Source: an optimization exercise on an open RTL-to-GDS flow (aim: small area, a short achievable clock period and few clock cycles). Production flows keep margins and buffers that such runs may drop. Function was checked by simulation only, so behaviour that the tests miss may differ from the original.

// fpu64
module fpu64 (
  input             clk,
  input             rst,         
  input             in_valid,
  output            in_ready,
  input      [1:0]  in_op,       
  input      [63:0] in_a,
  input      [63:0] in_b,
  output reg        out_valid,
  output reg [63:0] out_result
);
Size in the first run: roughly 9400 cells after synthesis, ~560 flip-flops, roughly 200 I/O pins, roughly 76000 um^2 of cells after synthesis.
Settings: LEC_CHECK=0, CAP_MARGIN=20, CORE_MARGIN=2, CORE_UTILIZATION=30, SETUP_SLACK_MARGIN=4, SLEW_MARGIN=20, TNS_END_PERCENT=0; clock period 10.0 ns.
run.sh (not shown) runs the stock make flow with config.mk's settings and CLKGATE_MAP_FILE= SYNTH_SCRIPT=/design/flow/synth_recipe.tcl, a recipe that flattens the netlist after the stock synthesis.
The baseline completed with no timing, DRC or antenna violations.
Testbench counts at the start, summed over its fixed seeds: cycles 63,835.
==> next run, changes <==
--- a/flow/design.v
+++ b/flow/design.v
@@ -188,47 +188,48 @@
       csa_w = {ys ^ yc ^ m, ((ys[15:0] & yc[15:0]) | (ys[15:0] & m[15:0]) | (yc[15:0] & m[15:0])), 1'b0};
     end
   endfunction
   reg [56:0] ws, wc, ys2, yc2, mm;
   reg [16:0] vs, vc;
   reg [33:0] cp, cz, cn;
   reg  [1:0] qc, sp_, sz_, sn_;
   reg [ND-1:0] dqp, dqn;
   integer j;
   always @* begin
-    ws = first ? {4'd0, X[55:3]} : S[56:0];
-    wc = first ? 57'd0 : C[56:0];
+    ws = S[56:0];
+    wc = C[56:0];
     vs = ws[56:40];
     vc = wc[56:40];
-    qc = first ? 2'b10 : qnx;              
+    qc = qnx;
     for (j = 0; j < ND; j = j + 1) begin
       dqp[ND-1-j] = qc[1];
       dqn[ND-1-j] = qc[0];
       ys2 = {ws[55:0], 1'b0};
       yc2 = {wc[55:0], 1'b0};
       mm  = qc[1] ? ~D2 : (qc[0] ? D2 : 57'd0);
       ws  = ys2 ^ yc2 ^ mm;
       wc  = {((ys2[55:0] & yc2[55:0]) | (ys2[55:0] & mm[55:0]) | (yc2[55:0] & mm[55:0])), qc[1]};
       cp  = csa_w(vs, vc, ~D2w);
       cz  = csa_w(vs, vc, 17'd0);
       cn  = csa_w(vs, vc, D2w);
       sp_ = srt_sel(cp[32:29], cp[15:12]);
       sz_ = srt_sel(cz[32:29], cz[15:12]);
       sn_ = srt_sel(cn[32:29], cn[15:12]);
       vs  = qc[1] ? cp[33:17] : (qc[0] ? cn[33:17] : cz[33:17]);
       vc  = qc[1] ? cp[16:0]  : (qc[0] ? cn[16:0]  : cz[16:0]);
       qc  = qc[1] ? sp_ : (qc[0] ? sn_ : sz_);
     end
   end
-  always @(posedge clk) qnx <= qc;
-  wire        [55:0] Qo  = first ? 56'd0 : X;
-  wire        [55:0] QMo = first ? {56{1'b1}} : Qn;
+  wire div_init = (ph == P_START) & div1;
+  always @(posedge clk) qnx <= div_init ? 2'b10 : qc;
+  wire        [55:0] Qo  = X;
+  wire        [55:0] QMo = Qn;
   reg [ND-1:0] lq, lqm;
   reg          hq, hqm, t;      
   integer k;
   always @* begin
     lq = {ND{1'b0}}; lqm = {ND{1'b1}}; hq = 1'b0; hqm = 1'b1;
     for (k = ND - 1; k >= 0; k = k - 1) begin
       if (dqp[k]) begin           
         lqm = {lq[ND-2:0], 1'b0};
         lq  = {lq[ND-2:0], 1'b1};
         hqm = hq;
@@ -307,25 +308,28 @@
                        (ph == P_F1 & e_ok) |
                        (ph == P_DEN & (E1 == 13'sd0 | E1 < -13'sd60)));
   always @(posedge clk) begin
     if (mul1) begin
       S   <= t8s[77:12];
       C   <= t8c[77:12];
       cin <= mlow[12];
       negp  <= yb[12];
       ylast <= yb[12];
       stk <= (first ? 1'b0 : stk) | (|mlow[11:0]);
+    end else if (div_init) begin
+      S   <= {13'd0, X[55:3]};
+      C   <= 66'd0;
     end else begin
       S   <= {9'd0, ws};
       C   <= {9'd0, wc};
     end
-    Qn <= QMnew;
+    Qn <= div_init ? {56{1'b1}} : QMnew;
     if (ph == P_F1 | (ph == P_START & (sp1 | add_op)))
       S <= {9'd0, div1 ? vdiv : csum};
     if (ph == P_DEN) begin
       if (E1 < -13'sd60) S <= {65'd0, |S[56:0]};
       else               S <= {10'd0, S[56:2], S[1] | S[0]};
     end
     lz3 <= (ph == P_DEN) ? 6'd1 : (div1 & ph == P_F1) ? {5'd0, ~vdiv[56]} : lzl;
     z3  <= czero & add_op;
     E3  <= (ph == P_DEN) ? 13'sd1 : E1;
     sp3 <= sp1; spk3 <= spk1; sg3 <= sg1; zs3 <= zs1;
@@ -348,33 +352,37 @@
         P_START: begin
           if (prenorm) begin
             if (~X[55]) X <= {X[54:0], 1'b0};
             if (~Y[55]) Y <= {Y[54:0], 1'b0};
             E1 <= E1 - {12'd0, ~X[55]} + ((div1 & ~Y[55]) ? 13'sd1 : (~Y[55] ? -13'sd1 : 13'sd0));
           end else begin
             fst <= 1'b0;
           end
           if (~prenorm & ~sp1 & ~add_op) begin
             ph  <= P_ITER;
-            cnt <= 5'd1;
-            if (mul1) Y <= {12'd0, Y[55:12]};
-            else      X <= Qnew;
+            if (mul1) begin
+              cnt <= 5'd1;
+              Y   <= {12'd0, Y[55:12]};
+            end else begin
+              cnt <= 5'd0;
+              X   <= 56'd0;
+            end
           end
         end
         P_ITER: begin
           cnt <= cnt + 5'd1;
           if (mul1) begin
             Y <= {12'd0, Y[55:12]};
             if (cnt == 5'd4) ph <= P_F1;
           end else begin
             X <= Qnew;
-            if (cnt == 56 / ND - 1) ph <= P_F1;
+            if (cnt == 56 / ND - 1) ph <= P_F1;    
           end
         end
         P_F1: begin
           if (~e_ok) ph <= P_DEN;
         end
         default: begin  
           E1 <= (E1 < -13'sd60) ? 13'sd1 : E1 + 13'sd1;
         end
       endcase
     end
Cell area hardly moves.
Via count rises by 1.9%.
Die area drops by 0.78%.
Global-route usage climbs by 0.42 points.
Routed wire length grows by 1.6%.
Sequential share of layout area hardly moves.
Worst hold slack got worse by 0.0036 ns.
Testbench counts after the change, summed over its fixed seeds: cycles 66,305.


## trial 54
fpu64, a different RTL version from the one above (not shown whole).
## fpu64
module fpu64 (
  input             clk,
  input             rst,         
  input             in_valid,
  output            in_ready,
  input      [1:0]  in_op,       
  input      [63:0] in_a,
  input      [63:0] in_b,
  output reg        out_valid,
  output reg [63:0] out_result
);
  reg        v0;
  reg [1:0]  op0;
  reg [63:0] a0, b0;
  reg               v1;
  reg               mul1, div1;    
  reg               sp1;           
  reg         [1:0] spk1;          
  reg               sg1;           
  reg               zs1;           
  reg               sub1;          
  reg        [55:0] X;             
  reg        [55:0] Y;             
  reg signed [12:0] E1;            
  localparam P_START = 3'd0, P_ITER = 3'd1, P_F1 = 3'd2, P_DEN = 3'd4;
  reg  [2:0] ph;
  reg        fst;
  reg  [1:0] qnx;    
  reg  [4:0] cnt;
  reg [65:0] S, C;
  reg [55:0] Qn;          
  reg        cin, stk, negp, ylast;
  reg               v3;
  reg               sp3, z3, sg3, zs3;
  reg         [1:0] spk3;
  reg         [5:0] lz3;
  reg signed [12:0] E3;
  wire done2;
  wire take0 = v0 & (~v1 | done2);
  assign in_ready = ~v0 | take0;
  always @(posedge clk) begin
    if (rst) v0 <= 1'b0;
    else if (in_ready) v0 <= in_valid;
    if (in_ready) begin
      op0 <= in_op;
      a0  <= in_a;
      b0  <= in_b;
    end
  end
  wire        sa  = a0[63];
  wire        sb  = b0[63];
  wire [10:0] ea  = a0[62:52];
  wire [10:0] eb  = b0[62:52];
  wire [51:0] fa  = a0[51:0];
  wire [51:0] fb  = b0[51:0];
  wire        ea0 = ~|ea, eb0 = ~|eb;
  wire        eam = &ea,  ebm = &eb;
  wire        fa0 = ~|fa, fb0 = ~|fb;
  wire a_zero = ea0 & fa0, b_zero = eb0 & fb0;
  wire a_inf  = eam & fa0, b_inf  = ebm & fb0;
  wire a_nan  = eam & ~fa0, b_nan = ebm & ~fb0;
  wire [10:0] ea1 = {ea[10:1], ea[0] | ea0};
  wire [10:0] eb1 = {eb[10:1], eb[0] | eb0};
  wire [52:0] ma  = {~ea0, fa};
  ...
Settings: LEC_CHECK=0, ABC_AREA=1, CAP_MARGIN=20, CORE_MARGIN=2, CORE_UTILIZATION=30, SETUP_SLACK_MARGIN=4, SLEW_MARGIN=20, TNS_END_PERCENT=0; clock period 10.0 ns.
Testbench counts of trial 54, summed over its fixed seeds: cycles 66,305.
Inputs modified between trial 54 and build 8:
--- a/flow/design.v
+++ b/flow/design.v
@@ -294,75 +294,89 @@
       for (i = 0; i < 2; i = i + 1) begin
         v5[i] = v4[2*i+1] | v4[2*i];
         c5[5*i +: 5] = v4[2*i+1] ? {1'b0, c4[4*(2*i+1) +: 4]} : {1'b1, c4[4*(2*i) +: 4]};
       end
       lzc64 = {~(v5[1] | v5[0]), v5[1] ? {1'b0, c5[9:5]} : {1'b1, c5[4:0]}};
     end
   endfunction
   wire [63:0] mark  = (~|E1[12:6]) ? (64'h8000000000000000 >> E1[5:0]) : 64'd0;
   wire  [6:0] lzr   = lzc64({csum, 7'd0} | mark);
   wire        czero = ~|csum;
   wire  [5:0] lzl   = lzr[5:0];
   wire prenorm = (mul1 | div1) & ~sp1 & (~X[55] | ~Y[55]);
-  wire e_ok    = ~E1[12] & (E1 != 13'sd0);             
+  reg signed [12:0] E1n;
+  reg               e_ok, e_z, e_lo;      
+  always @* begin
+    E1n = E1;
+    if (take0)
+      E1n = is_add ? e_add : e_md;
+    else if (v1 & ph == P_START & prenorm)
+      E1n = E1 - {12'd0, ~X[55]} + ((div1 & ~Y[55]) ? 13'sd1 : (~Y[55] ? -13'sd1 : 13'sd0));
+    else if (v1 & ph == P_DEN)
+      E1n = e_lo ? 13'sd1 : E1 + 13'sd1;
+  end
+  always @(posedge clk) begin
+    E1   <= E1n;
+    e_ok <= ~E1n[12] & (E1n != 13'sd0);
+    e_z  <= E1n == 13'sd0;
+    e_lo <= E1n < -13'sd60;
+  end
   assign done2 = v1 & ((ph == P_START & (sp1 | add_op)) |
                        (ph == P_F1 & e_ok) |
-                       (ph == P_DEN & (E1 == 13'sd0 | E1 < -13'sd60)));
+                       (ph == P_DEN & (e_z | e_lo)));
   always @(posedge clk) begin
     if (mul1) begin
       S   <= t8s[77:12];
       C   <= t8c[77:12];
       cin <= mlow[12];
       negp  <= yb[12];
       ylast <= yb[12];
       stk <= (first ? 1'b0 : stk) | (|mlow[11:0]);
     end else if (div_init) begin
       S   <= {13'd0, X[55:3]};
       C   <= 66'd0;
     end else begin
       S   <= {9'd0, ws};
       C   <= {9'd0, wc};
     end
     Qn <= div_init ? {56{1'b1}} : QMnew;
     if (ph == P_F1 | (ph == P_START & (sp1 | add_op)))
       S <= {9'd0, div1 ? vdiv : csum};
     if (ph == P_DEN) begin
-      if (E1 < -13'sd60) S <= {65'd0, |S[56:0]};
+      if (e_lo) S <= {65'd0, |S[56:0]};
       else               S <= {10'd0, S[56:2], S[1] | S[0]};
     end
     lz3 <= (ph == P_DEN) ? 6'd1 : (div1 & ph == P_F1) ? {5'd0, ~vdiv[56]} : lzl;
     z3  <= czero & add_op;
     E3  <= (ph == P_DEN) ? 13'sd1 : E1;
     sp3 <= sp1; spk3 <= spk1; sg3 <= sg1; zs3 <= zs1;
     if (take0) begin
       X    <= {mbig, 3'b000};
       Y    <= (is_add & f_lt) ? {ma, 3'b000} : {al[55:1], al[0] | ast};
-      E1   <= is_add ? e_add : e_md;
       mul1 <= is_mul;
       div1 <= is_div;
       sp1  <= sp;
       spk1 <= spk;
       sg1  <= is_add ? (swap ? sbe : sa) : (sa ^ sb);
       zs1  <= sa & sbe;
       sub1 <= sa ^ sbe;
       ph   <= P_START;
       fst  <= 1'b1;
       cnt  <= 5'd0;
     end else if (v1) begin
       case (ph)
         P_START: begin
           if (prenorm) begin
             if (~X[55]) X <= {X[54:0], 1'b0};
             if (~Y[55]) Y <= {Y[54:0], 1'b0};
-            E1 <= E1 - {12'd0, ~X[55]} + ((div1 & ~Y[55]) ? 13'sd1 : (~Y[55] ? -13'sd1 : 13'sd0));
           end else begin
             fst <= 1'b0;
           end
           if (~prenorm & ~sp1 & ~add_op) begin
             ph  <= P_ITER;
             if (mul1) begin
               cnt <= 5'd1;
               Y   <= {12'd0, Y[55:12]};
             end else begin
               cnt <= 5'd0;
               X   <= 56'd0;
             end
@@ -372,27 +386,25 @@
           cnt <= cnt + 5'd1;
           if (mul1) begin
             Y <= {12'd0, Y[55:12]};
             if (cnt == 5'd4) ph <= P_F1;
           end else begin
             X <= Qnew;
             if (cnt == 56 / ND - 1) ph <= P_F1;    
           end
         end
         P_F1: begin
           if (~e_ok) ph <= P_DEN;
         end
-        default: begin  
-          E1 <= (E1 < -13'sd60) ? 13'sd1 : E1 + 13'sd1;
-        end
+        default: ;  
       endcase
     end
     if (rst) begin
       v1 <= 1'b0;
       v3 <= 1'b0;
     end else begin
       if (take0)      v1 <= 1'b1;
       else if (done2) v1 <= 1'b0;
       v3 <= done2;
     end
   end
   wire        [56:0] Vs  = S[56:0] << lz3;
Findings:
Trial 54 completed end to end with timing, DRC and antenna clean.
Build 8: flow completed, timing, DRC and antenna clean
Against trial 54, build 8 comes in 0.91 points higher on share of layout cells above drive strength 1.
Fraction of the cycle the final worst path needs was lower in the run labelled build 8.
TritonCTS buffer count | build 8 below trial 54
Relative to trial 54, the wire length measured on build 8 has decreased by a few percent.
Build 8 reports its critical path endpoint as S[54] while trial 54 reports S[55].
Testbench counts of build 8, summed over its fixed seeds: cycles 66,305.

afterwards: timing with drivers on the ports:
No port has a modelled driver above. Below, the same layouts with a new extraction and two added sets of constraints.
Step 1, drivers: a clkbuf_16 drives clk and a buf_2 each remaining input, both assumed.
Step 2 also shifts input and output timing later by t, the mid clock arrival at the registers, as if the neighbouring blocks saw the same clock.
Three values: ideal, step 1, step 2; two values: the first two.
| run | t (ns) | slack for setup (ns) | hold WS [ns] | worst setup path after step 2 | latest minus earliest clock arrival (ns) |
|---|---|---|---|---|---|
| the first run of note 1 | 0.824 | 2.885 / 2.885 / 2.885 | 0.340 / 0.340 / 0.340 | register to register | 0.043 / 0.042 |
| the second run of note 1 | 0.848 | 3.054 / 3.054 / 3.054 | 0.336 / 0.336 / 0.336 | register to register | 0.073 / 0.073 |
| trial 54 | 0.852 | 3.690 / 3.690 / 3.690 | 0.332 / 0.332 / 0.332 | register to register | 0.055 / 0.056 |
| build 8 | 0.830 | 3.819 / 3.819 / 3.819 | 0.329 / 0.329 / 0.329 | register to register | 0.046 / 0.046 |
After both steps setup and hold are still met in every run listed.
